Background: an optimization exercise with open tools, aiming at small area, a short achievable clock period and few clock cycles. Do not read the settings as production practice.
Only simulation tests tie the RTL to the original design; equivalence was not proved.

==> flow/design.v (excerpt) <==
module als_core (
    input  wire        clk,
    input  wire        rst,           
    input  wire        cmd_valid,
    input  wire [31:0] cmd_cw,
    input  wire [31:0] cmd_opd,
    output reg         busy,
    output reg         rsp_valid,
    output reg  [2:0]  rsp_status,
    output wire [31:0] rsp_result
);
For scale: roughly 110 flip-flops, ~100 I/O pins, about 0.030 mm² of cells after synthesis.
clock: 10.0 ns
lec_check: 0
cap_margin: 20
core_margin: 2
core_utilization: 40
setup_slack_margin: 4.0
slew_margin: 20
standard.sh (not shown) runs the stock make flow with config.mk's settings and CLKGATE_MAP_FILE= SYNTH_SCRIPT=/design/flow/synth_recipe.tcl, a recipe that flattens the netlist after the stock synthesis.
==> flow/flow/run.sh <==
#!/bin/bash
# The standard layout (standard.sh, unchanged) with two settings:
# - SYNTH_ARGS=-noabc: Yosys's synth command skips its quick ABC pass, so
#   the full adders are extracted from the RTL's own carry-save trees (the
#   final ABC mapping with the flow's script still runs). Registers and
#   their names are those of the standard synthesis.
# - the port buffers are buf_4 cells instead of the default
#   clkdlybuf4s50_1 delay cells; every port is still buffered.
set -euo pipefail
export SYNTH_ARGS=-noabc
export BUFFER_PORTS_ARGS="-buffer_cell sky130_fd_sc_hd__buf_4"
bash standard.sh > standard_make.log 2>&1
The starting point passed the timing, design-rule and antenna checks.
Testbench counts at the start, summed over its fixed seeds: cycles 8,288.
Rerun with:
==> flow/run.sh (new file) <==
#!/bin/bash
# synth_recipe.tcl (not shown) runs the flow's synth.tcl, then flattens the netlist and writes it again
# the make line also repeats each setting of config.mk as NAME=value (left out here)
make -C /OpenROAD-flow-scripts/flow DESIGN_CONFIG=/design/flow/config.mk WORK_HOME=/design/flow/orfs CLKGATE_MAP_FILE= SYNTH_SCRIPT=/design/flow/synth_recipe.tcl finish
- ABC_AREA: not set -> 1
removed: flow/flow/run.sh
removed: flow/standard.sh
Outcome: Cell area went up by 5.3%. Routed wire length went up by 18%. Fmax went up by 7.6%. Synthesized area went up by 11%. Worst hold slack got worse by 0.011 ns.
Rerun with:
==> flow/flow/run.sh (new file) <==
#!/bin/bash
# The standard layout (standard.sh, unchanged) with two settings:
# - SYNTH_ARGS=-noabc: Yosys's synth command skips its quick ABC pass, so
#   the full adders are extracted from the RTL's own carry-save trees (the
#   final ABC mapping with the flow's script still runs). Registers and
#   their names are those of the standard synthesis.
# - the port buffers are buf_4 cells instead of the default
#   clkdlybuf4s50_1 delay cells; every port is still buffered.
set -euo pipefail
export SYNTH_ARGS=-noabc
export BUFFER_PORTS_ARGS="-buffer_cell sky130_fd_sc_hd__buf_4"
bash standard.sh > standard_make.log 2>&1
==> flow/standard.sh (new file) <==
#!/bin/bash
# synth_recipe.tcl (not shown) runs the flow's synth.tcl, then flattens the netlist and writes it again
# the make line also repeats each setting of config.mk as NAME=value (left out here)
make -C /OpenROAD-flow-scripts/flow DESIGN_CONFIG=/design/flow/config.mk WORK_HOME=/design/flow/orfs CLKGATE_MAP_FILE= SYNTH_SCRIPT=/design/flow/synth_recipe.tcl "${@:-finish}"
removed: flow/run.sh
Result: Critical path depth is lower by 3. First-iteration DRC count is lower by 7.3%. Non-clock buffer count is lower by 74. Setup slack is worse by 0.0048 ns. Via count is lower by 4.6%. Cell count is lower by 6.1%.
Rerun with:
==> flow/run.sh (new file) <==
#!/bin/bash
# synth_recipe.tcl (not shown) runs the flow's synth.tcl, then flattens the netlist and writes it again
# the make line also repeats each setting of config.mk as NAME=value (left out here)
make -C /OpenROAD-flow-scripts/flow DESIGN_CONFIG=/design/flow/config.mk WORK_HOME=/design/flow/orfs CLKGATE_MAP_FILE= SYNTH_SCRIPT=/design/flow/synth_recipe.tcl finish
- SETUP_SLACK_MARGIN: 4.0 -> 4.25
removed: flow/flow/run.sh
removed: flow/standard.sh
The changed run finished with timing, DRC and antenna clean.
Sequential share of layout area goes down by 0.76 points.
Non-clock buffer count goes up by 175.
Worst setup slack is better by 0.0069 ns.
Die area goes up by a few percent.
Rerun with:
- CORE_UTILIZATION: 40 -> 55
- SETUP_SLACK_MARGIN: 4.25 -> 4.0
=>
- non-clock buffer count goes down by 101
- worst hold slack is about the same
- synthesized cell count is unchanged
- utilization goes up by 14 points
- cell count goes down by 6.5%
- setup slack got worse by 0.16 ns

static timing again, ports no longer ideal:
How much do the figures lean on ideal ports? The routed layouts below were timed once more, with nothing changed but the port constraints. Step 1 (the two cells are an assumption about what drives the block):
set clk [get_ports {clk}]
set_driving_cell -lib_cell sky130_fd_sc_hd__clkbuf_16 $clk
set_driving_cell -lib_cell sky130_fd_sc_hd__buf_2 [delete_from_list [all_inputs] $clk]
Step 2 adds t to the input delays and takes it off the output delays; t is the mean of the earliest and latest rising clock arrival at the registers after step 1. Input paths then give back, and output paths get back, about the clock's delay inside the block. Slacks: ideal / step 1 / step 2; pairs: ideal / step 1.
run	shift t [ns]	setup slack, ns	worst hold slack (ns)	slew at the worst register clock pin (ns)
the first run	0.463	3.732 / 3.633 / 3.170	0.479 / 0.479 / 0.479	0.10 / 0.10
the second run	0.470	4.175 / 4.199 / 3.745	0.468 / 0.468 / 0.468	0.11 / 0.11
the third run	0.463	4.170 / 4.050 / 3.587	0.468 / 0.468 / 0.468	0.10 / 0.10
the fourth run	0.460	4.177 / 4.177 / 3.718	0.471 / 0.471 / 0.471	0.10 / 0.10
the fifth run	0.443	4.012 / 4.012 / 3.754	0.469 / 0.469 / 0.469	0.09 / 0.09
After both steps every run listed still meets setup and hold. The setup slack of the third run, which loses most, moves by -0.120 ns with the drivers and by -0.583 ns with both steps.
